What follows belongs to an exercise in optimizing a design on an open flow for small area, a short achievable clock period and few clock cycles; a production flow would make more cautious choices.
The RTL was checked by simulation tests, not by an equivalence proof against the original design.
Power and IR drop assume default switching activity.

File: design/flow/design.v
module sympack (
    input  wire        clk,
    input  wire        rst,           
    input  wire        cmd_valid,
    output reg         cmd_ready,
    input  wire [10:0] cmd,           
    output reg         rsp_valid,
    output reg  [1:0]  rsp_status,    
    output reg  [7:0]  rsp_bytes,     
    output reg  [7:0]  rsp_terr,      
    output reg         tx_valid,
    input  wire        tx_ready,
    output reg  [7:0]  tx_data,
    output reg         tx_last,
    input  wire        ta_valid,
    input  wire        ta_err,
    input  wire [7:0]  ta_code
);
    localparam NSLOT = 111;                
    localparam NGRP  = 14;                 
    reg         rdy;                       
    reg  [6:0]  n;                         
    reg         nz;                        
    reg         n1;                        
    reg         n112;                      
    reg  [3:0]  glast;                     
    reg         ovf;                       
    reg  [3:0]  rg;                        
    reg  [8:0]  rr;                        
    reg  [9*NSLOT-1:0] ring;
    reg  [6:0]  gap;                       
    reg  [13:0] qg;                        
    reg  [7:0]  qp;                        
    reg  [8:0]  sa;                        
    reg  [8:0]  sb;
    reg  [6:0]  left;                      
    reg         lv;                        
    wire [1:0] op      = cmd[10:9];
    wire       accept  = cmd_valid && cmd_ready;
    wire       n115    = n112 && (n[3:0] == 4'd3);
    wire       nbig    = n112 && (n[3:0] != 4'd0);      
    wire       nzero   = nz;
    wire       nge2    = (n[6:1] != 6'd0);
    wire       nge3    = nge2 && !(n == 7'd2);
    wire       acc_pack  = accept && (op == 2'b00);
    wire       acc_flush = accept && (op == 2'b01);
    wire       acc_send  = acc_flush && !ovf && !nbig && !nzero;
    wire       ins     = acc_pack && !ovf && !n112 && !nz;   
    wire       take    = tx_valid && tx_ready;
    wire       hold    = tx_valid && !tx_ready;
    wire       waiting = !rdy && !tx_valid;
    wire       answer  = waiting && ta_valid;
    wire       fetch   = take && !tx_last && !rr[8];    
    wire [3:0] grps  = n[6:3] + {3'b0, (n[2:0] != 3'd0)};        
    wire [7:0] flen  = {1'b0, grps, 3'b000} + {4'b0, grps};      
    integer g, p, i;
    integer j;
    always @(posedge clk) begin
        for (j = 1; j < NSLOT; j = j + 1)
            ring[9*j +: 9] <= ring[9*(j-1) +: 9];
        ring[8:0] <= ins ? cmd[8:0] : ring[9*NSLOT-1 -: 9];
    end
    wire       sv = tx_valid ? lv : nge2;
    reg  [8:0] psym [0:7];
    reg  [8:0] rsym;
    always @(*) begin
        for (p = 0; p < 8; p = p + 1) begin
            psym[p] = 9'd0;
            for (g = 0; g < NGRP; g = g + 1)
                if (8*g + p < NSLOT)
                    psym[p] = psym[p] | ({9{qg[g]}} & ring[9*(8*g + p) +: 9]);
        end
        rsym = 9'd0;
        for (p = 0; p < 8; p = p + 1)
            rsym = rsym | ({9{qp[p] & sv}} & psym[p]);
    end
    reg  [7:0] gear;
    integer r;
    always @(*) begin
        gear = 8'd0;
        for (r = 0; r < 9; r = r + 1)
            for (i = 0; i < 8; i = i + 1)
                gear[7 - i] = gear[7 - i] | (rr[r] & ((i < r) ? sa[r - i - 1] : sb[8 - i + r]));
    end
    wire last_next = rr[8] && (rg == glast);
    always @(posedge clk) begin
        tx_data <= hold ? tx_data : (tx_valid ? gear : sa[8:1]);
        if (rst)
            tx_last <= 1'b0;
        else if (!hold)
            tx_last <= last_next && tx_valid;
    end
    always @(posedge clk) begin
        if (fetch)
            sa <= sb;
        else if (acc_pack && nz)
            sa <= cmd[8:0];
        if (fetch || (rdy && !tx_valid))
            sb <= rsym;
    end
    always @(posedge clk) begin
        if (rst || (ins && n1)) begin
            qg <= 14'd1;
            qp <= 8'd1;
        end else if (!(acc_send || fetch)) begin
            if (qg[13] && qp[6]) begin                   
                qg <= 14'd1;
                qp <= 8'd1;
            end else begin
                qp <= {qp[6:0], qp[7]};
                if (qp[7]) qg <= {qg[12:0], qg[13]};
            end
        end
    end
    always @(posedge clk) begin
        if (acc_send) begin
            left <= n - 7'd2;
            lv   <= nge3;
        end else if (fetch && lv) begin
            left <= left - 7'd1;
            lv   <= (left[6:1] != 6'd0);
        end
    end
    wire [6:0] gap_inc = (gap == 7'd110) ? 7'd0 : gap + 7'd1;
    reg        rdy_n, ovf_n;
    reg [6:0]  n_n;
    always @(*) begin
        rdy_n = rdy;
        ovf_n = ovf;
        n_n   = n;
        if (acc_send) rdy_n = 1'b0;
        if (answer) begin
            rdy_n = 1'b1;
            n_n   = 7'd0;
        end
        if (accept) begin
            case (op)
                2'b00: begin
                    if (!ovf) begin
                        if (n115) ovf_n = 1'b1;
                        else      n_n   = n + 7'd1;
                    end
                end
                2'b01: begin
                    if (!ovf && nbig) ovf_n = 1'b1;
                end
                2'b10: begin
                    n_n   = 7'd0;
                    ovf_n = 1'b0;
                end
                default: ;
            endcase
        end
    end
    wire gap_n0 = ins || (gap == 7'd110);
    wire ring_ok = nz || n1 || (gap == 7'd110) || n112 || ovf;
    wire pack_go = acc_pack && !ovf && !n115;            
    wire clr_n   = answer || (accept && op == 2'b10);
    always @(posedge clk)
        glast <= grps - 4'd1;
    always @(posedge clk) begin
        if (rst) begin
            rdy       <= 1'b1;
            cmd_ready <= 1'b1;
            n         <= 7'd0;
            nz        <= 1'b1;
            n1        <= 1'b0;
            n112      <= 1'b0;
            ovf       <= 1'b0;
            gap       <= 7'd0;
            rg        <= 4'd0;
            rr        <= 9'd1;
            tx_valid  <= 1'b0;
            rsp_valid <= 1'b0;
        end else begin
            rdy       <= rdy_n;
            n         <= n_n;
            nz        <= clr_n || (nz && !pack_go);
            n1        <= !clr_n && (n1 ? !pack_go : (nz && pack_go));
            n112      <= !clr_n && (n112 || (pack_go && n == 7'd111));
            ovf       <= ovf_n;
            gap       <= ins ? 7'd0 : gap_inc;
            cmd_ready <= answer || (rdy && !acc_send && (ring_ok || (accept && op != 2'b11)));
            rsp_valid <= (accept && !acc_send) || answer;
            if (acc_send) begin
                tx_valid <= 1'b1;
                rr       <= 9'd2;
            end
            if (take) begin
                if (tx_last) begin
                    tx_valid <= 1'b0;
                    rg <= 4'd0;
                    rr <= 9'd1;
                end else if (rr[8]) begin
                    rg <= rg + 4'd1;
                    rr <= 9'd1;
                end else begin
                    rr <= {rr[7:0], 1'b0};
                end
            end
        end
    end
    always @(posedge clk) begin
        if (answer) begin
            rsp_status <= ta_err ? 2'd2 : 2'd0;
            rsp_bytes  <= ta_err ? 8'd0 : flen;
            rsp_terr   <= ta_err ? ta_code : 8'd0;
        end else begin
            case (op)
                2'b00:   rsp_status <= (ovf || n115) ? 2'd1 : 2'd0;
                2'b01:   rsp_status <= (ovf || nbig) ? 2'd1 : 2'd0;
                2'b10:   rsp_status <= 2'd0;
                default: rsp_status <= 2'd3;
            endcase
            rsp_bytes <= 8'd0;
            rsp_terr  <= 8'd0;
        end
    end
endmodule
File: design/flow/run.sh
#!/bin/bash
# synth_recipe.tcl (not shown) runs the flow's synth.tcl, then flattens the netlist and writes it again
# the make line also repeats each setting of config.mk as NAME=value (left out here)
make -C /OpenROAD-flow-scripts/flow DESIGN_CONFIG=/design/flow/config.mk WORK_HOME=/design/flow/orfs CLKGATE_MAP_FILE= SYNTH_SCRIPT=/design/flow/synth_recipe.tcl finish
File: design/flow/config.mk
export PLATFORM = sky130hd
export DESIGN_NAME = sympack
export DESIGN_NICKNAME = sympack
export VERILOG_FILES = /design/flow/design.v
export SDC_FILE = /design/flow/constraint.sdc
export NUM_CORES = 4
export LEC_CHECK = 0
export CAP_MARGIN = 20
export CORE_MARGIN = 2
export CORE_UTILIZATION = 40
export CTS_CLUSTER_DIAMETER = 60
export CTS_CLUSTER_SIZE = 20
export PLACE_DENSITY = 0.8
export SETUP_SLACK_MARGIN = 3.7
export SLEW_MARGIN = 20
File: design/flow/constraint.sdc
create_clock -name core_clock -period 6.0 [get_ports {clk}]
set_input_delay 1.2000 -clock core_clock [delete_from_list [all_inputs] [get_ports {clk}]]
set_output_delay 1.2000 -clock core_clock [all_outputs]
set_load 0.01 [all_outputs]
==> impl_metrics.json, run 1 <==
{
  "status": "no timing/DRC/antenna violations",
  "synth_largest_area_cell": "dfxtp_1",
  "drt_iter0_markers": 3554,
  "yosysMostFrequentCell": "dfxtp_1",
  "h-tree-depth": 3,
  "ys.flop_type": "dfxtp_1",
  "period_share": 0.414,
  "synth_edf_count": 34,
  "dieWidth_um": 283,
  "syn_nets": 2522,
  "path_class": "flip-flop to flip-flop",
  "place_inst": 3431,
  "clkSlewWorstSetupHoldPaths_ps": 90,
  "grt-ovfl-total": 0,
  "port_buffers": 54,
  "grt_pass1_vias": 20500,
  "async_flop_share": 0,
  "synth-seq-cells": 1113,
  "grt_max_degree": 75,
  "die_area_um2": 80100,
  "ys_top_cells_by_area": "dfxtp_1 69%, a22oi_1 10%, edfxtp_1 3.3%",
  "fin_cells": 3600,
  "cts_root_buf": "clkbuf_16",
  "rsz0062_at_grt": "true",
  "relSlewSlack": 0.546,
  "drt_wl_total_um": 93700,
  "skew_ps": 24.8,
  "io_pins": 55,
  "finalHoldViolCount": 0,
  "n_fill_cell": 6383,
  "tns_ps": 0,
  "ant_nets": 0,
  "fin_util": 0.467,
  "row_count": 102,
  "synth_top_area_share": 0.694,
  "placed_area_um2": 32600,
  "min_period_ps": 2480,
  "power.density_nw_per_um2": 335,
  "cts_sinks": 1113,
  "holdBufCountCts": 0,
  "num_vias": 21900,
  "antenna_found_initial": 3,
  "worstMarginPinSlew_ps": 681,
  "synthCells": 2478,
  "seq_area_frac_synth": 0.727,
  "drive_above_1_share": 0.118,
  "initial_core_util": 0.403,
  "grt.total_usage": 0.199,
  "viasPerCell": 6.08,
  "syn_avg_cell_area_um2": 12.6,
  "crit_path_end_kind": "flip-flop",
  "routabilityCongestion": 0.873,
  "total_power_mw": 12.1,
  "path_max_fanout": 28,
  "final-setup-viol-count": 0,
  "dp_hpwl_um": 48000,
  "area_growth_pct": 15.8,
  "fin_area_um2": 36100,
  "irDropWorstVdd_mv": 0.193,
  "synth_commonest_cells": "1079 x dfxtp_1, 421 x a22oi_1, 188 x nand2_1",
  "holdWs_ps": 341,
  "wl_per_cell_um": 26.0,
  "cts_made_buffers": 67,
  "core_um2": 77200,
  "drv_slew": 0,
  "preCtsSetupSlack_ps": 2080,
  "critPathLaunchType": "flip-flop",
  "chipHeight_um": 283,
  "grt_pass1_wl_um": 124000,
  "seq_area_um2": 22700,
  "nNetsFinal": 2580,
  "cap_violations": 0,
  "p_leak_nw": 13.8,
  "layout_setup_ws_ps": 3520,
  "ys_warn_count": 2,
  "critPathRequiredTime_ps": 6360,
  "fmax_mhz": 403,
  "first_pass_iters": 10,
  "cts_tree": "done",
  "cts_buffer_depth": 3,
  "hold_path.class": "flip-flop to flip-flop",
  "insertion_delay_ps": 630,
  "multi_input_area_um2": 8360,
  "synth_cell_type_count": 57,
  "drc": 0,
  "arrival_ps": 2840,
  "syn_area_um2": 31100
}
## registers in the layout, indices dropped and copies added, names as in the netlist, 2 cells and up
register / count
rsp_terr: 8
qg: 14
ring: 999
rr: 9
rg: 4
left: 7
sa: 9
glast: 4
gap: 7
rsp_status: 2
qp: 8
n: 7
rsp_bytes: 8
tx_data: 8
sb: 9
## worst paths after layout
kind / start / to / slack, ps / depth (start not counted)
max: qg[3] / sb[3] / 3520 / 7
min: ring[9] / ring[18] / 340 / 0
max reg2reg: qg[3] / sb[3] / 3520 / 7
min reg2reg: ring[9] / ring[18] / 340 / 0
## area by class of cell
type	instances	area share
sequential	1113	0.630
multi-input combinational	1192	0.232
clock buffer	84	0.0500
timing repair buffer	141	0.0476
tap	1040	0.0361
inverter	21	0.00281
clock inverter	7	0.00201
antenna	2	0.000139
## layer usage
metal | share of wire | vias up | GRT usage
met1 | 0.38 | 10600 | 0.264
met5 | 0.00015 | - | 0
met2 | 0.44 | 1713 | 0.310
met3 | 0.13 | 345 | 0.0502
met4 | 0.050 | 2 | 0.0822
li1 | - | 9182 | -
## where the power goes
part | switching, mW | internal (mW)
registers | 0.0310 | 7.43
clock network | 2.36 | 2.14
logic | 0.0715 | 0.0551
total | 2.47 | 9.62
## cell usage in the layout (no fill, tap or decap), types with 35 or more instances in the layout
master and n:
dfxtp_1 1052, a22oi_1 405, nand2_1 179, nand3_1 95, clkbuf_16 75, a221oi_1 59, nor2_1 52, a21oi_1 51
a22o_1 36, buf_4 35
## critical path, cell delays in order, from the launching register on
cell       delay, ps
dfxtp_4          400
buf_12           160
bufbuf_16        330
a22oi_1          200
nand2_1          110
nor3_1           290
o22ai_1          170
or4_1            550
## cells by family (layout without fill, tap and decap cells)
family / count (synthesis) / after routing / synth area share
AO/OA/AOI/OAI: 688 / 690 / 0.166
AND/OR/NAND/NOR: 444 / 447 / 0.0664
multiplexers: 11 / 11 / 0.00390
buffers and inverters: 178 / 253 / 0.0222
XOR/XNOR: 25 / 25 / 0.00703
adder cells (fa/ha/maj): 19 / 19 / 0.00764
other: 0 / 2 / 0
flip-flops: 1113 / 1113 / 0.727
## timing repair
action,4_1_cts,5_1_grt
setup buffers,26,37
hold endpoints to repair,0,0
gates cloned,5,8
pin swaps,11,16
resized for setup,206,90
endpoints found under the setup margin,139,79
Testbench counts, summed over its fixed seeds: cycles 22,994.
==> inputs of run 2 (changes only) <==
--- a/design/flow/design.v
+++ b/design/flow/design.v
@@ -84,11 +84,13 @@
     end
     wire last_next = rr[8] && (rg == glast);
     always @(posedge clk) begin
-        tx_data <= hold ? tx_data : (tx_valid ? gear : sa[8:1]);
-        if (rst)
+        if (rst) begin
+            tx_data <= 8'd0;
             tx_last <= 1'b0;
-        else if (!hold)
+        end else if (!hold) begin
+            tx_data <= tx_valid ? gear : sa[8:1];
             tx_last <= last_next && tx_valid;
+        end
     end
     always @(posedge clk) begin
         if (fetch)
--- a/design/flow/config.mk
+++ b/design/flow/config.mk
@@ -10,6 +10,5 @@
 export CORE_UTILIZATION = 40
 export CTS_CLUSTER_DIAMETER = 60
 export CTS_CLUSTER_SIZE = 20
-export PLACE_DENSITY = 0.8
 export SETUP_SLACK_MARGIN = 3.7
 export SLEW_MARGIN = 20
==> run 2 against run 1 <==
- combinational power increased by 6%
- hold slack got worse by 4.8 ps
- sequential share of layout area is 1.2 points lower
- power rose by 2.7%
- clock skew rose by 8.8 ps
- first-iteration DRC count is 33% lower
- sequential power barely moved
- still clean on timing, DRC and antenna
- sequential cell count did not move
- global-route usage grew 1.8 points
- synthesized cell count shrank 0.40%
- critical endpoint is now lv
- synthesized area is essentially flat
==> impl_metrics.json, run 2 <==
{
  "finalHoldViolCount": 0,
  "final-setup-viol-count": 0,
  "period_share": 0.391,
  "wl_per_cell_um": 25.2,
  "whs_path_depth": 0,
  "path_class": "flip-flop to flip-flop",
  "synth_compound_area_frac": 0.172,
  "reg2reg_to": "lv",
  "r2r_cells": 7,
  "h-tree-depth": 3,
  "port_buffers": 54,
  "antenna_cells": 0,
  "drt_iter0_markers": 2370,
  "synth-seq-cells": 1113,
  "p_leak_nw": 14.2,
  "grt_pass1_vias": 20600,
  "synthAdderAreaFrac": 0.00764,
  "nNetsFinal": 2601,
  "ys_top_cells_by_area": "dfxtp_1 70%, a22oi_1 10%, edfxtp_1 2.5%",
  "n_fill_cell": 6665,
  "reg_top3": "ring: 999 flops, qg: 14 flops",
  "synth_edf_count": 26,
  "ys.flop_type": "dfxtp_1",
  "holdBufCountCts": 0,
  "cts_buffer_depth": 3,
  "dieWidth_um": 283,
  "fmax_mhz": 426,
  "syn_avg_cell_area_um2": 12.6,
  "largest-register": "ring",
  "rsz0062_at_grt": "true",
  "antenna_found_initial": 1,
  "chipHeight_um": 283,
  "drt_wl_total_um": 91400,
  "critPathLaunchType": "flip-flop",
  "synth_top_area_share": 0.699,
  "dp_hpwl_um": 52400,
  "cts_made_buffers": 70,
  "synth_top_family_by_area": "compound AO/OA/AOI/OAI gates",
  "tns_ps": 0,
  "cap_violations": 0,
  "async_flop_share": 0,
  "drv_slew": 0,
  "cts_root_buf": "clkbuf_16",
  "holdPathEnd": "ring[196]",
  "crit_path_end_kind": "flip-flop",
  "grt-ovfl-total": 0,
  "min_period_ps": 2350,
  "r2r_start": "n[0]",
  "worstMarginPinSlew_ps": 622,
  "initial_core_util": 0.403,
  "seq_area_frac_synth": 0.724,
  "largest_register_ffs": 999,
  "synth_commonest_cells": "1087 x dfxtp_1, 416 x a22oi_1, 177 x nand2_1",
  "fin_util": 0.475,
  "synthSimpleGateAreaFrac": 0.0629,
  "status": "no timing/DRC/antenna violations",
  "core_um2": 77200,
  "syn_nets": 2512,
  "synth_cell_type_count": 58,
  "yosys.area_share.xor_xnor": 0.00703,
  "ant_nets": 0,
  "row_count": 102,
  "synth_largest_area_cell": "dfxtp_1",
  "drc": 0,
  "ys_warn_count": 2,
  "grt.total_usage": 0.218,
  "synth.area.mux_share": 0.00394,
  "ff2ff_setup_slack_ps": 3650,
  "routabilityCongestion": 0.874,
  "grt_pass1_wl_um": 132000,
  "die_area_um2": 80100,
  "arrival_ps": 2710,
  "syn_area_um2": 31100,
  "hold_start": "ring[187]",
  "clkSlewWorstSetupHoldPaths_ps": 90,
  "power.density_nw_per_um2": 339,
  "area_growth_pct": 17.7,
  "num_vias": 20800,
  "layout_common_cells": "1053 x dfxtp_1, 404 x a22oi_1, 168 x nand2_1, 81 x nand3_1, 75 x clkbuf_16",
  "grt_max_degree": 43,
  "final_common_cell": "dfxtp_1",
  "yosysMostFrequentCell": "dfxtp_1",
  "io_pins": 55,
  "cts_sinks": 1113,
  "viasPerCell": 5.74,
  "insertion_delay_ps": 630,
  "synthCells": 2468,
  "path_max_fanout": 9,
  "hold_path.class": "flip-flop to flip-flop",
  "skew_ps": 33.6,
  "irDropWorstVdd_mv": 0.170,
  "first_pass_iters": 8,
  "drive_above_1_share": 0.149,
  "critPathRequiredTime_ps": 6360,
  "cts_tree": "done",
  "relSlewSlack": 0.585
}
run 2: changes by cell type after synthesis, sizes merged, moves of 6 or more:
cell	delta
nand2b	+6
edfxtp	-8
o2111ai	-8
nand4	+9
a22o	+21
nor3	-7
clkbuf	-17
nand2	-10
nand3	-14
a21oi	-10
dfxtp	+8
buf	+19
o31ai	+7
run 2: worst max-delay path, cell delays in order (launching register included):
cell	delay, ps
dfxtp_4	380
inv_1	90
ha_1	180
or3b_4	430
a2111o_2	530
buf_6	180
nor3b_1	240
a31oi_1	70
run 2: cell families after synthesis:
| logic type | Yosys count |
|---|---|
| adder cells (fa/ha/maj) | 19 |
| XOR/XNOR | 25 |
| AO/OA/AOI/OAI | 703 |
| AND/OR/NAND/NOR | 418 |
| multiplexers | 11 |
| buffers and inverters | 179 |
| flip-flops | 1113 |
run 2: timing repair:
item | in CTS | in global routing
gates resized for setup | 289 | 57
buffers inserted | 62 | 24
endpoints found under the setup margin | 148 | 45
pin swaps | 23 | 27
cloned | 9 | 4
run 2: worst max path at each step:
stage                         from       end  slack [ps]  cells after the start
after global routing          n[4]     sb[3]        3630                      9
after detailed placement   cmd[10]     qg[2]        1480                      9
after global placement     cmd[10]     qg[4]        1580                      9
after floorplan            cmd[10]    qg[10]        3250                     10
final                         n[0]        lv        3650                      7
after CTS                 tx_valid  tx_valid        3670                      1
run 2: layout make-up:
type                    instances  area (µm²)  area share
clock buffers                  83        1880      0.0514
clock inverters                17         218     0.00594
inverters                      20         101     0.00276
multi-input cells            1178        8400       0.229
flip-flops and latches       1113       22600       0.618
well taps                    1040        1300      0.0355
repair buffers                174        2110      0.0576
run 2: power by group:
group / switching [mW] / internal, mW
Combinational: 0.0744 / 0.0598
Clock: 2.47 / 2.35
Sequential: 0.0284 / 7.43
run 2: metrics by stage:
| stage | hold WS [ps] | area, µm² | worst slack (ps) | instances | total power [mW] |
|---|---|---|---|---|---|
| 2_1_floorplan | 330 | 31300 | 3250 | 2468 | 7.70 |
| 3_5_place_dp | 336 | 32700 | 1480 | 3426 | 7.75 |
| 3_3_place_gp | 333 | 32700 | 1580 | 3426 | 7.75 |
| 5_1_grt | 343 | 36700 | 3630 | 3625 | 12.8 |
| 4_1_cts | 338 | 36200 | 3670 | 3597 | 12.5 |
| 6_report | 337 | 36700 | 3650 | 3625 | 12.4 |
run 2: per-layer routing:
metal  global-route usage  routed length (µm)  vias up
li1                     -                   -     9233
met1                0.297               39400    10400
met2                0.348               41800      969
met3               0.0381                7370      177
met4               0.0758                2830        0
met5                    0                   0        -
Testbench counts of run 2, summed over its fixed seeds: cycles 22,994.
==> inputs of run 3 (changes only) <==
--- a/design/flow/config.mk
+++ b/design/flow/config.mk
@@ -10,5 +10,6 @@
 export CORE_UTILIZATION = 40
 export CTS_CLUSTER_DIAMETER = 60
 export CTS_CLUSTER_SIZE = 20
+export PLACE_DENSITY = 0.8
 export SETUP_SLACK_MARGIN = 3.7
 export SLEW_MARGIN = 20
==> run 3 against run 2 <==
- still clean on timing, DRC and antenna
- register-to-register slack got worse by 140 ps
- maximum frequency shrank 5.4%
- sequential share of layout area grew 0.42 points
- via count grew 6.2%
- clock skew fell by 12 ps
- sequential cell count unchanged
- die area unchanged
- largest cell class unchanged
- non-clock buffer count down 13
- final area decreased by 0.71%
==> impl_metrics.json, run 3 <==
{
  "place_inst": 3421,
  "largest-register": "ring",
  "wl_per_cell_um": 26.6,
  "clkPwrFrac": 0.376,
  "worstMarginPinSlew_ps": 718,
  "num_vias": 22100,
  "grt.total_usage": 0.213,
  "row_count": 102,
  "drc": 0,
  "seq_area_frac_synth": 0.724,
  "yosysMostFrequentCell": "dfxtp_1",
  "arrival_ps": 2840,
  "antenna_found_initial": 1,
  "dp_hpwl_um": 46900,
  "grt-ovfl-total": 0,
  "nNetsFinal": 2589,
  "comb_power_share": 0.012,
  "synth_largest_area_cell": "dfxtp_1",
  "cts_sinks": 1113,
  "drv_slew": 0,
  "final_common_cell": "dfxtp_1",
  "cts_root_buf": "clkbuf_16",
  "holdBufCountCts": 0,
  "initial_core_util": 0.403,
  "insertion_delay_ps": 630,
  "n_fill_cell": 6343,
  "ant_nets": 0,
  "syn_avg_cell_area_um2": 12.6,
  "dieWidth_um": 283,
  "hold_path.class": "flip-flop to flip-flop",
  "min_period_ps": 2480,
  "tns_ps": 0,
  "critPathRequiredTime_ps": 6360,
  "antenna_cells": 0,
  "drive_above_1_share": 0.142,
  "total_power_mw": 12.2,
  "cap_violations": 0,
  "core_um2": 77200,
  "p_int_mw": 9.68,
  "synth_edf_count": 26,
  "clkSlewWorstSetupHoldPaths_ps": 90,
  "swShare": 0.206,
  "pwr-share-seq": 0.612,
  "crit_path_end_kind": "flip-flop",
  "period_share": 0.414,
  "h-tree-depth": 3,
  "viasPerCell": 6.13,
  "finalHoldViolCount": 0,
  "path_buf_inv": 2,
  "syn_area_um2": 31100,
  "switching_power_mw": 2.51,
  "port_buffers": 54,
  "grt_max_degree": 75,
  "synth_top_area_share": 0.699,
  "syn_nets": 2512,
  "drt_wl_total_um": 95900,
  "grt_pass1_vias": 20900,
  "cts_buffer_depth": 3,
  "layout_common_cells": "1054 x dfxtp_1, 404 x a22oi_1, 168 x nand2_1, 81 x nand3_1, 72 x clkbuf_16",
  "cts_made_buffers": 68,
  "ys_warn_count": 2,
  "synth_cell_type_count": 58,
  "synth-seq-cells": 1113,
  "ys.flop_type": "dfxtp_1",
  "synthCells": 2468,
  "reg_top3": "ring: 999 flops, qg: 14 flops",
  "ys_top_cells_by_area": "dfxtp_1 70%, a22oi_1 10%, edfxtp_1 2.5%",
  "routabilityCongestion": 0.853,
  "cts_tree": "done",
  "power.density_nw_per_um2": 335,
  "status": "no timing/DRC/antenna violations",
  "async_flop_share": 0,
  "cpMaxStageDelayCell": "or4_4",
  "worstPathCellList": "buf_4 > clkbuf_16 > a22oi_1 > nand2_1 > nor3_1 > o22ai_2 > or4_4",
  "skew_ps": 21.1,
  "fin_cells": 3607,
  "synth_commonest_cells": "1087 x dfxtp_1, 416 x a22oi_1, 177 x nand2_1",
  "io_pins": 55,
  "area_growth_pct": 16.9,
  "grt_pass1_wl_um": 130000,
  "crit_family": "simple AND/OR/NAND/NOR gates",
  "chipHeight_um": 283,
  "final-setup-viol-count": 0,
  "fmax_mhz": 403,
  "first_pass_iters": 9,
  "path_class": "flip-flop to flip-flop",
  "die_area_um2": 80100,
  "largest_register_ffs": 999,
  "path_max_fanout": 10,
  "critPathLaunchType": "flip-flop",
  "rsz0062_at_grt": "true",
  "irDropWorstVdd_mv": 0.200,
  "relSlewSlack": 0.520,
  "slowest_delay_ps": 540,
  "drt_iter0_markers": 3453,
  "p_leak_nw": 14.0
}
run 3: changes by cell type in the layout (fill, tap and decap cells not counted), sizes merged, moves of 4 or more:
cell / previous run / this run
buf: 143 / 136
bufbuf: 6 / 2
clkbuf: 88 / 79
nand2: 180 / 184
run 3: routing by layer:
| metal | GRT usage | wire length (µm) |
|---|---|---|
| met2 | 0.328 | 42300 |
| met3 | 0.0564 | 13000 |
| met1 | 0.279 | 35300 |
| met5 | 0 | 0 |
| met4 | 0.0996 | 5260 |
run 3: layout make-up:
cell class | count | area, µm² | area share
Sequential cell | 1113 | 22600 | 0.622
Multi-Input combinational cell | 1181 | 8500 | 0.233
Tap cell | 1040 | 1300 | 0.0358
Clock buffer | 77 | 1780 | 0.0488
Clock inverter | 15 | 165 | 0.00454
Timing Repair Buffer | 161 | 1920 | 0.0528
Inverter | 20 | 101 | 0.00278
run 3: metrics by stage:
stage          utilization  cell area, µm²  setup slack (ps)  hold slack, ps
2_1_floorplan            -           31300              3250             330
3_3_place_gp         0.423           32600              1580             333
3_5_place_dp         0.423           32600              1900             336
4_1_cts              0.460           35500              3630             341
5_1_grt              0.471           36400              3500             349
6_report             0.471           36400              3520             331
run 3: cells by family after synthesis:
group | count (synthesis) | share of synthesized area
flip-flops | 1113 | 0.724
AO/OA/AOI/OAI | 703 | 0.172
AND/OR/NAND/NOR | 418 | 0.0629
buffers and inverters | 179 | 0.0224
XOR/XNOR | 25 | 0.00703
adder cells (fa/ha/maj) | 19 | 0.00764
multiplexers | 11 | 0.00394
run 3: worst paths after layout:
path         startpoint  depth (start not counted)         to  slack [ps]
max               qg[2]                          7      sb[8]        3520
max reg2reg       qg[2]                          7      sb[8]        3520
min           ring[196]                          0  ring[205]         330
min reg2reg   ring[196]                          0  ring[205]         330
run 3: timing repair:
item | 4_1_cts | 5_1_grt
setup buffers | 47 | 36
cloned | 5 | 6
setup endpoints to repair | 146 | 66
pin swaps | 15 | 35
resized for setup | 234 | 95
run 3: power groups by stage:
stage | logic, mW | clock network [mW] | registers [mW]
2_1_floorplan | 0.0676 | 0 | 7.63
3_3_place_gp | 0.113 | 0 | 7.64
3_5_place_dp | 0.115 | 0 | 7.64
4_1_cts | 0.123 | 4.57 | 7.46
5_1_grt | 0.151 | 4.88 | 7.46
6_report | 0.144 | 4.59 | 7.46
==> inputs of run 4 (changes only) <==
--- a/design/flow/design.v
+++ b/design/flow/design.v
@@ -33,15 +33,12 @@
     reg  [7:0]  qp;                        
     reg  [8:0]  sa;                        
     reg  [8:0]  sb;
-    reg  [6:0]  left;                      
-    reg         lv;                        
     wire [1:0] op      = cmd[10:9];
     wire       accept  = cmd_valid && cmd_ready;
     wire       n115    = n112 && (n[3:0] == 4'd3);
     wire       nbig    = n112 && (n[3:0] != 4'd0);      
     wire       nzero   = nz;
     wire       nge2    = (n[6:1] != 6'd0);
-    wire       nge3    = nge2 && !(n == 7'd2);
     wire       acc_pack  = accept && (op == 2'b00);
     wire       acc_flush = accept && (op == 2'b01);
     wire       acc_send  = acc_flush && !ovf && !nbig && !nzero;
@@ -54,13 +51,15 @@
     wire [3:0] grps  = n[6:3] + {3'b0, (n[2:0] != 3'd0)};        
     wire [7:0] flen  = {1'b0, grps, 3'b000} + {4'b0, grps};      
     integer g, p, i;
+    wire [7:0] gap_n = {1'b0, gap} + {1'b0, n};
+    wire       zfill = (gap_n <= 8'd111);
     integer j;
     always @(posedge clk) begin
         for (j = 1; j < NSLOT; j = j + 1)
             ring[9*j +: 9] <= ring[9*(j-1) +: 9];
-        ring[8:0] <= ins ? cmd[8:0] : ring[9*NSLOT-1 -: 9];
-    end
-    wire       sv = tx_valid ? lv : nge2;
+        ring[8:0] <= ins ? cmd[8:0] : (zfill ? 9'd0 : ring[9*NSLOT-1 -: 9]);
+    end
+    wire       sv = nge2;
     reg  [8:0] psym [0:7];
     reg  [8:0] rsym;
     always @(*) begin
@@ -84,13 +83,11 @@
     end
     wire last_next = rr[8] && (rg == glast);
     always @(posedge clk) begin
-        if (rst) begin
-            tx_data <= 8'd0;
+        tx_data <= hold ? tx_data : (tx_valid ? gear : sa[8:1]);
+        if (rst)
             tx_last <= 1'b0;
-        end else if (!hold) begin
-            tx_data <= tx_valid ? gear : sa[8:1];
+        else if (!hold)
             tx_last <= last_next && tx_valid;
-        end
     end
     always @(posedge clk) begin
         if (fetch)
@@ -112,15 +109,6 @@
                 qp <= {qp[6:0], qp[7]};
                 if (qp[7]) qg <= {qg[12:0], qg[13]};
             end
-        end
-    end
-    always @(posedge clk) begin
-        if (acc_send) begin
-            left <= n - 7'd2;
-            lv   <= nge3;
-        end else if (fetch && lv) begin
-            left <= left - 7'd1;
-            lv   <= (left[6:1] != 6'd0);
         end
     end
     wire [6:0] gap_inc = (gap == 7'd110) ? 7'd0 : gap + 7'd1;
--- a/design/flow/config.mk
+++ b/design/flow/config.mk
@@ -10,6 +10,5 @@
 export CORE_UTILIZATION = 40
 export CTS_CLUSTER_DIAMETER = 60
 export CTS_CLUSTER_SIZE = 20
-export PLACE_DENSITY = 0.8
 export SETUP_SLACK_MARGIN = 3.7
 export SLEW_MARGIN = 20
==> run 4 against run 3 <==
- still clean
- core utilization down 0.78 points
- maximum frequency up 5.6%
- via count down 9.1%
- first-iteration DRC count down 26%
- cell count down 4.0%
- routed wire length down 9.5%
- register-to-register slack better by 130 ps
- power up 0.53%
- sequential cell count down 8
- sequential share of layout area up 1.5 points
- critical path type unchanged
- critical endpoint is now sb[0]
- largest power group unchanged
==> impl_metrics.json, run 4 <==
{
  "viasPerCell": 5.80,
  "core_um2": 76100,
  "async_flop_share": 0,
  "grt_pass1_vias": 19700,
  "synthSimpleGateAreaFrac": 0.0664,
  "synth_largest_area_cell": "dfxtp_1",
  "synth_compound_area_frac": 0.166,
  "hold_start": "ring[794]",
  "io_pins": 55,
  "largest_register_ffs": 999,
  "grt_pass1_wl_um": 125000,
  "layout_common_cells": "1054 x dfxtp_1, 401 x a22oi_1, 86 x and3_1, 76 x a221oi_1, 76 x clkbuf_16",
  "syn_nets": 2409,
  "grt.total_usage": 0.209,
  "synth_top_area_share": 0.701,
  "synth.area.mux_share": 0.00325,
  "holdWs_ps": 339,
  "syn_area_um2": 30800,
  "drive_above_1_share": 0.110,
  "relSlewSlack": 0.536,
  "synth_commonest_cells": "1079 x dfxtp_1, 402 x a22oi_1, 87 x and3_1",
  "tns_ps": 0,
  "yosys.area_share.xor_xnor": 0.00540,
  "yosysMostFrequentCell": "dfxtp_1",
  "port_buffers": 54,
  "initial_core_util": 0.405,
  "worstPathCellList": "nor4_4 > buf_6 > a21boi_1 > buf_4 > a22oi_1 > nand4_1",
  "synth-seq-cells": 1105,
  "dp_hpwl_um": 52300,
  "routabilityCongestion": 0.862,
  "first_pass_iters": 8,
  "period_share": 0.392,
  "drt_wl_total_um": 86800,
  "h-tree-depth": 3,
  "r2r_start": "n[6]",
  "drt_iter0_markers": 2550,
  "critPathRequiredTime_ps": 6210,
  "cts_root_buf": "clkbuf_16",
  "fmax_mhz": 425,
  "finalHoldViolCount": 0,
  "arrival_ps": 2560,
  "cpMaxStageDelayCell": "nand4_1",
  "syn_avg_cell_area_um2": 13.1,
  "row_count": 101,
  "power.density_nw_per_um2": 347,
  "final-setup-viol-count": 0,
  "cts_buffer_depth": 3,
  "ys_warn_count": 2,
  "insertion_delay_ps": 630,
  "ant_nets": 0,
  "grt_max_degree": 62,
  "cap_violations": 0,
  "path_max_fanout": 9,
  "status": "no timing/DRC/antenna violations",
  "skew_ps": 23.9,
  "synthAdderAreaFrac": 0.00917,
  "antenna_found_initial": 2,
  "critPathLaunch": "n[6]",
  "r2r_cells": 6,
  "drc": 0,
  "cts_made_buffers": 69,
  "chipHeight_um": 282,
  "crit_path_end_kind": "flip-flop",
  "critPathLaunchType": "flip-flop",
  "cts_tree": "done",
  "p_leak_nw": 12.9,
  "whs_path_depth": 0,
  "min_period_ps": 2350,
  "reg_top3": "ring: 999 flops, qg: 14 flops",
  "dieWidth_um": 282,
  "largest-register": "ring",
  "ys.flop_type": "dfxtp_1",
  "n_fill_cell": 6680,
  "cts_sinks": 1105,
  "slowest_delay_ps": 420,
  "clkSlewWorstSetupHoldPaths_ps": 80,
  "synth_cell_type_count": 63,
  "num_vias": 20100,
  "synth_edf_count": 26,
  "final_common_cell": "dfxtp_1",
  "irDropWorstVdd_mv": 0.191,
  "drv_slew": 0,
  "die_area_um2": 79300,
  "rsz0062_at_grt": "true",
  "wl_per_cell_um": 25.1,
  "area_growth_pct": 14.4,
  "seq_area_um2": 22500,
  "seq_area_frac_synth": 0.726,
  "worstMarginPinSlew_ps": 695,
  "hold_path.class": "flip-flop to flip-flop",
  "ys_top_cells_by_area": "dfxtp_1 70%, a22oi_1 9.8%, edfxtp_1 2.5%",
  "nNetsFinal": 2458,
  "synth_top_family_by_area": "compound AO/OA/AOI/OAI gates",
  "path_class": "flip-flop to flip-flop",
  "synthCells": 2362,
  "grt-ovfl-total": 0,
  "multi_input_area_um2": 7950
}
## run 4: area by class of cell
| class | count | area share |
|---|---|---|
| flip-flops and latches | 1105 | 0.637 |
| multi-input cells | 1097 | 0.225 |
| clock buffers | 77 | 0.0525 |
| repair buffers | 125 | 0.0411 |
| well taps | 1030 | 0.0365 |
| clock inverters | 16 | 0.00578 |
| inverters | 13 | 0.00195 |
| diodes | 1 | 0.0000710 |
## run 4: power by group
part	leakage (nW)	internal, mW	switching, mW
Clock	1.01	2.32	2.44
Sequential	8.98	7.36	0.0193
Combinational	2.89	0.0459	0.0656
## run 4: metrics by stage
stage / std cells / power [mW] / utilization / setup WS [ps] / cell area (µm²)
after floorplan: 2362 / 7.62 / - / 3390 / 30900
after global placement: 3322 / 7.67 / 0.424 / 2610 / 32300
after detailed placement: 3322 / 7.67 / 0.424 / 2460 / 32300
after CTS: 3432 / 12.3 / 0.456 / 3630 / 34700
after global routing: 3463 / 12.6 / 0.464 / 3610 / 35300
final: 3464 / 12.3 / 0.464 / 3650 / 35300
## run 4: worst paths after layout
kind                             endpoint  slack [ps]
worst max-delay path                sb[0]        3650
worst min-delay path            ring[803]         340
worst max register to register      sb[0]        3650
worst min register to register  ring[803]         340
## run 4: cell families after synthesis
group	after synthesis
simple gates	377
buf+inv	162
xor+xnor	19
flops	1105
fa+ha+maj	22
compound gates	667
mux	10
## run 4: routing by layer
| metal | global-route usage | vias up | wire [µm] |
|---|---|---|---|
| li1 | - | 8923 | - |
| met1 | 0.295 | 10000 | 38100 |
| met2 | 0.332 | 978 | 39700 |
| met3 | 0.0343 | 163 | 6550 |
| met4 | 0.0597 | 2 | 2430 |
| met5 | 0 | - | 13 |
## run 4: what timing repair did
action | in CTS | in global routing
setup buffers | 13 | 25
hold buffers | 0 | 0
gates cloned | 4 | 6
resized for setup | 193 | 49
setup endpoints to repair | 115 | 92
pin swaps | 6 | 9
## run 4: worst max-delay path, delay by kind of cell (launching register included)
| family | cells | cell delay [ps] |
|---|---|---|
| flip-flops | 1 | 390 |
| AO/OA/AOI/OAI | 2 | 290 |
| AND/OR/NAND/NOR | 2 | 770 |
| buffers and inverters | 2 | 470 |
Testbench counts of run 4, summed over its fixed seeds: cycles 22,994.
==> inputs of run 5 (changes only) <==
--- a/design/flow/config.mk
+++ b/design/flow/config.mk
@@ -10,5 +10,5 @@
 export CORE_UTILIZATION = 40
 export CTS_CLUSTER_DIAMETER = 60
 export CTS_CLUSTER_SIZE = 20
-export SETUP_SLACK_MARGIN = 3.7
+export SETUP_SLACK_MARGIN = 3.65
 export SLEW_MARGIN = 20
==> run 5 against run 4 <==
- critical path type is now primary input to flip-flop
- register-to-register slack gained 70 ps
- largest cell class unchanged
- sequential power is essentially flat
- via count shrank 0.84%
- sequential cell count is the same
- synthesized cell count is the same
- clock power shrank 2%
- critical endpoint is now qg[4]
==> impl_metrics.json, run 5 <==
{
  "grt.total_usage": 0.204,
  "min_period_ps": 2340,
  "ys_warn_count": 2,
  "synth-seq-cells": 1105,
  "first_pass_iters": 7,
  "synth_top_area_share": 0.701,
  "irDropWorstVdd_mv": 0.186,
  "io_pins": 55,
  "hold_path.class": "flip-flop to flip-flop",
  "whs_path_depth": 0,
  "grt_pass1_wl_um": 123000,
  "rsz0062_at_grt": "true",
  "fin_util": 0.459,
  "row_count": 101,
  "drt_wl_total_um": 84900,
  "dp_hpwl_um": 53300,
  "power.density_nw_per_um2": 348,
  "synth_largest_area_cell": "dfxtp_1",
  "grt_pass1_vias": 19400,
  "ys.flop_type": "dfxtp_1",
  "status": "no timing/DRC/antenna violations",
  "cts_buffer_depth": 3,
  "cts_made_buffers": 68,
  "path_class": "primary input to flip-flop",
  "drt_iter0_markers": 2175,
  "syn_area_um2": 30800,
  "final_common_cell": "dfxtp_1",
  "ant_nets": 0,
  "tns_ps": 0,
  "h-tree-depth": 3,
  "final-setup-viol-count": 0,
  "drv_slew": 0,
  "area_growth_pct": 13.3,
  "core_um2": 76100,
  "async_flop_share": 0,
  "layout_common_cells": "1057 x dfxtp_1, 400 x a22oi_1, 86 x and3_1, 78 x a221oi_1, 75 x nand4_1",
  "grt_max_degree": 57,
  "crit_path_end_kind": "flip-flop",
  "antenna_found_initial": 5,
  "wl_per_cell_um": 24.5,
  "fmax_mhz": 427,
  "grt-ovfl-total": 0,
  "critPathLaunchType": "primary input",
  "synth_edf_count": 26,
  "largest-register": "ring",
  "crit_path_end": "qg[4]",
  "reg_top3": "ring: 999 flops, qg: 14 flops",
  "drive_above_1_share": 0.103,
  "finalHoldViolCount": 0,
  "synth_cell_type_count": 63,
  "routabilityCongestion": 0.857,
  "die_area_um2": 79300,
  "ys_top_cells_by_area": "dfxtp_1 70%, a22oi_1 9.8%, edfxtp_1 2.5%",
  "reg2reg_to": "sb[3]",
  "critPathLaunch": "cmd_valid",
  "nNetsFinal": 2449,
  "cts_tree": "done",
  "dieWidth_um": 282,
  "worstMarginPinSlew_ps": 989,
  "num_vias": 19900,
  "syn_avg_cell_area_um2": 13.1,
  "synthCells": 2362,
  "drc": 0,
  "arrival_ps": 2840,
  "holdBufCountCts": 0,
  "cts_root_buf": "clkbuf_16",
  "cap_violations": 0,
  "insertion_delay_ps": 640,
  "initial_core_util": 0.405,
  "p_leak_nw": 12.7,
  "clkSlewWorstSetupHoldPaths_ps": 80,
  "yosysMostFrequentCell": "dfxtp_1",
  "port_buffers": 54,
  "synth_commonest_cells": "1079 x dfxtp_1, 402 x a22oi_1, 87 x and3_1",
  "cts_sinks": 1105,
  "ff2ff_setup_slack_ps": 3720,
  "r2r_cells": 6,
  "relSlewSlack": 0.341,
  "period_share": 0.390,
  "syn_nets": 2409,
  "r2r_start": "qg[9]",
  "path_max_fanout": 14,
  "skew_ps": 31.0,
  "seq_area_frac_synth": 0.726,
  "viasPerCell": 5.76,
  "chipHeight_um": 282,
  "largest_register_ffs": 999,
  "critPathRequiredTime_ps": 6490
}
run 5: critical path, stage by stage:
cell and delay (ps):
clkdlybuf4s50_1 530, and2_2 230, o2111ai_2 320, and3_4 370
nand3_1 110, a21oi_1 70
run 5: kinds of logic (layout without fill, tap and decap cells):
kind of cell	after synthesis	after routing	synth area share
compound gates	667	668	0.166
buf+inv	162	227	0.0235
mux	10	10	0.00325
other cells	0	1	0
xor+xnor	19	19	0.00540
simple gates	377	377	0.0664
flops	1105	1105	0.726
fa+ha+maj	22	22	0.00917
run 5: layout make-up:
cell class / instances / area, µm²
sequential: 1105 / 22400
multi-input combinational: 1096 / 7910
inverter: 13 / 68.8
tap: 1030 / 1290
fill: 6806 / 41100
timing repair buffer: 118 / 1200
clock inverter: 14 / 160
antenna: 1 / 2.50
clock buffer: 82 / 1860
run 5: worst min-delay path by stage:
| stage | start | endpoint | slack [ps] |
|---|---|---|---|
| after global placement | ring[967] | ring[976] | 330 |
| after floorplan | ring[135] | ring[144] | 330 |
| final | ring[27] | ring[36] | 330 |
| after global routing | ring[450] | ring[459] | 340 |
| after CTS | ring[450] | ring[459] | 330 |
| after detailed placement | ring[63] | ring[72] | 340 |
run 5: per-stage QoR:
step | area [µm²] | cells | setup WS, ps | power [mW] | hold WS, ps
after detailed placement | 32300 | 3325 | 2420 | 7.67 | 336
after CTS | 34500 | 3430 | 3580 | 12.2 | 334
final | 34900 | 3459 | 3660 | 12.2 | 334
after global placement | 32300 | 3325 | 2520 | 7.66 | 333
after floorplan | 30900 | 2362 | 3390 | 7.62 | 330
after global routing | 34900 | 3458 | 3600 | 12.5 | 341
run 5: power breakdown:
part / leakage (nW) / total [mW] / switching [mW] / internal, mW
clock: 0.992 / 4.68 / 2.41 / 2.27
sequential: 8.98 / 7.38 / 0.0187 / 7.36
combinational: 2.76 / 0.108 / 0.0624 / 0.0453
total: 12.7 / 12.2 / 2.49 / 9.68
run 5: what timing repair did:
action,CTS,global route
pin swaps,4,7
endpoints found under the setup margin,114,74
setup buffers,9,25
cloned,0,3
resized for setup,182,33
run 5: routing by layer:
metal  GRT usage  share of wire
met2       0.315           0.44
met4      0.0601          0.027
met5           0        0.00041
met3      0.0336          0.076
met1       0.294           0.46
==> inputs of run 6 (changes only) <==
--- a/design/flow/config.mk
+++ b/design/flow/config.mk
@@ -10,5 +10,5 @@
 export CORE_UTILIZATION = 40
 export CTS_CLUSTER_DIAMETER = 60
 export CTS_CLUSTER_SIZE = 20
-export SETUP_SLACK_MARGIN = 3.65
+export SETUP_SLACK_MARGIN = 3.75
 export SLEW_MARGIN = 20
==> run 6 against run 5 <==
- hold slack better by 8.2 ps
- clock skew is 2.1 ps lower
- synthesized area stayed put
- die area stayed put
- critical path depth is 5 lower
- critical path type is now flip-flop to primary output
- largest cell class unchanged
==> impl_metrics.json, run 6 <==
{
  "status": "no timing/DRC/antenna violations",
  "cts_made_buffers": 68,
  "period_share": 0.391,
  "synthAdderAreaFrac": 0.00917,
  "yosys.area_share.xor_xnor": 0.00540,
  "drc": 0,
  "synth_largest_area_cell": "dfxtp_1",
  "clkSlewWorstSetupHoldPaths_ps": 80,
  "seq_area_frac_synth": 0.726,
  "grt.total_usage": 0.216,
  "largest-register": "ring",
  "fmax_mhz": 426,
  "nNetsFinal": 2480,
  "place_inst": 3324,
  "skew_ps": 28.9,
  "slowest_delay_ps": 380,
  "viasPerCell": 5.78,
  "grt_max_degree": 54,
  "grt-ovfl-total": 0,
  "worstMarginPinSlew_ps": 675,
  "cts_root_buf": "clkbuf_16",
  "largest_register_ffs": 999,
  "cts_buffer_depth": 3,
  "grt_pass1_vias": 19800,
  "die_area_um2": 79300,
  "worstPathCellList": "buf_2",
  "final-setup-viol-count": 0,
  "path_buf_inv": 1,
  "cts_tree": "done",
  "initial_core_util": 0.405,
  "hold_path.class": "flip-flop to flip-flop",
  "synthSimpleGateAreaFrac": 0.0664,
  "row_count": 101,
  "fin_area_um2": 35600,
  "crit_family": "flip-flops",
  "antenna_cells": 0,
  "drive_above_1_share": 0.121,
  "finalHoldViolCount": 0,
  "cts_sinks": 1105,
  "tns_ps": 0,
  "io_pins": 55,
  "routabilityCongestion": 0.845,
  "dp_hpwl_um": 52800,
  "synth_top_family_by_area": "compound AO/OA/AOI/OAI gates",
  "dieWidth_um": 282,
  "holdBufCountCts": 0,
  "antenna_found_initial": 0,
  "crit_path_end_kind": "primary output",
  "wl_per_cell_um": 25.4,
  "whs_path_depth": 0,
  "synth-seq-cells": 1105,
  "reg_top3": "ring: 999 flops, qg: 14 flops",
  "syn_area_um2": 30800,
  "ant_nets": 0,
  "synthCells": 2362,
  "ys_warn_count": 2,
  "placed_area_um2": 32300,
  "p_leak_nw": 13.0,
  "drt_wl_total_um": 88600,
  "rsz0062_at_grt": "true",
  "relSlewSlack": 0.549,
  "ys.flop_type": "dfxtp_1",
  "chipHeight_um": 282,
  "power.density_nw_per_um2": 343,
  "synth_compound_area_frac": 0.166,
  "async_flop_share": 0,
  "synth_top_area_share": 0.701,
  "critPathRequiredTime_ps": 4800,
  "drt_iter0_markers": 2398,
  "arrival_ps": 1150,
  "cpMaxStageDelayCell": "edfxtp_1",
  "path_max_fanout": 1,
  "h-tree-depth": 3,
  "path_class": "flip-flop to primary output",
  "area_growth_pct": 15.3,
  "grt_pass1_wl_um": 128000,
  "ys_top_cells_by_area": "dfxtp_1 70%, a22oi_1 9.8%, edfxtp_1 2.5%",
  "syn_avg_cell_area_um2": 13.1,
  "syn_nets": 2409,
  "core_um2": 76100,
  "cap_violations": 0,
  "layout_common_cells": "1048 x dfxtp_1, 400 x a22oi_1, 86 x and3_1, 76 x clkbuf_16, 75 x nand4_1",
  "num_vias": 20100,
  "port_buffers": 54,
  "irDropWorstVdd_mv": 0.206,
  "synth_cell_type_count": 63,
  "critPathLaunchType": "flip-flop",
  "r2r_cells": 6,
  "drv_slew": 0,
  "fin_util": 0.467,
  "synth.area.mux_share": 0.00325,
  "insertion_delay_ps": 630,
  "path_depth": 1,
  "final_common_cell": "dfxtp_1",
  "min_period_ps": 2350,
  "synth_edf_count": 26,
  "n_fill_cell": 6701,
  "first_pass_iters": 6,
  "fin_cells": 3483,
  "synth_commonest_cells": "1079 x dfxtp_1, 402 x a22oi_1, 87 x and3_1",
  "yosysMostFrequentCell": "dfxtp_1"
}
run 6: timing repair:
item | 4_1_cts | 5_1_grt
endpoints found under the hold margin | 0 | 0
endpoints found under the setup margin | 122 | 90
gates cloned | 5 | 2
gates resized for setup | 210 | 45
pin swaps | 9 | 13
buffers inserted | 36 | 26
run 6: cell type report:
type                       count  area [µm²]  area share
clock buffer                  81        1900      0.0534
clock inverter                 9         110     0.00310
inverter                      13        68.8     0.00194
multi-input combinational   1097        8000       0.225
sequential                  1105       22500       0.632
tap                         1030        1290      0.0362
timing repair buffer         148        1730      0.0486
run 6: through the flow:
| step | worst slack, ps | power [mW] | hold slack [ps] |
|---|---|---|---|
| finish | 3650 | 12.2 | 342 |
| global route | 3610 | 12.5 | 352 |
| CTS | 3530 | 12.2 | 337 |
| detailed placement | 2580 | 7.67 | 336 |
| global placement | 2660 | 7.66 | 333 |
| floorplan | 3390 | 7.62 | 330 |
run 6: final timing paths:
path | to | slack, ps | from
max | tx_data[7] | 3650 | tx_data[7]
min | ring[196] | 340 | ring[187]
max reg2reg | sb[3] | 3760 | n[4]
min reg2reg | ring[196] | 340 | ring[187]
run 6: cells by family (layout without fill, tap and decap cells):
| kind of cell | Yosys count | count (layout) |
|---|---|---|
| AOI/OAI and AO/OA | 667 | 668 |
| muxes | 10 | 10 |
| adders and majority gates | 22 | 22 |
| xor gates and xnor gates | 19 | 19 |
| and+or+nand+nor | 377 | 378 |
| buffers and inverters | 162 | 251 |
| DFF | 1105 | 1105 |
run 6: per-layer routing:
layer | up-vias | global-route usage | wire (µm)
li1 | 8960 | - | -
met1 | 10000 | 0.306 | 39100
met2 | 982 | 0.339 | 39800
met3 | 149 | 0.0324 | 7020
met4 | 0 | 0.0694 | 2710
met5 | - | 0 | 0
run 6: power breakdown:
group	leakage (nW)	internal (mW)	switching, mW
Sequential	8.99	7.36	0.0198
Combinational	3.03	0.0486	0.0653
Clock	0.989	2.30	2.39

-- static timing again, ports no longer ideal --
Ports are ideal in the flow. The routed layouts listed here were re-timed in OpenROAD. Step 1 assumes that a clkbuf_16 drives the clock port and a buf_2 every other input. Step 2 also shifts input and output timing later by t, the mid clock arrival at the registers, as if the neighbouring blocks saw the same clock. a / b / c = ideal / step 1 / step 2; a / b = the first two.
run | t, ns | slack for setup (ns) | worst setup path after step 2 | worst slew at a driven data input, ns
run 1 | 0.684 | 3.519 / 3.519 / 3.051 | input to register | 0.05
run 2 | 0.679 | 3.652 / 3.633 / 3.036 | input to register | 0.07
run 3 | 0.668 | 3.517 / 3.517 / 3.024 | input to register | 0.06
run 4 | 0.682 | 3.650 / 3.599 / 3.113 | input to register | 0.08
run 5 | 0.681 | 3.658 / 3.604 / 3.014 | input to register | 0.09
run 6 | 0.677 | 3.653 / 3.591 / 3.107 | input to register | 0.07
After both steps setup and hold are still met in every run listed. The setup slack of run 5, which loses most, moves by -0.054 ns with the drivers and by -0.644 ns with both steps.
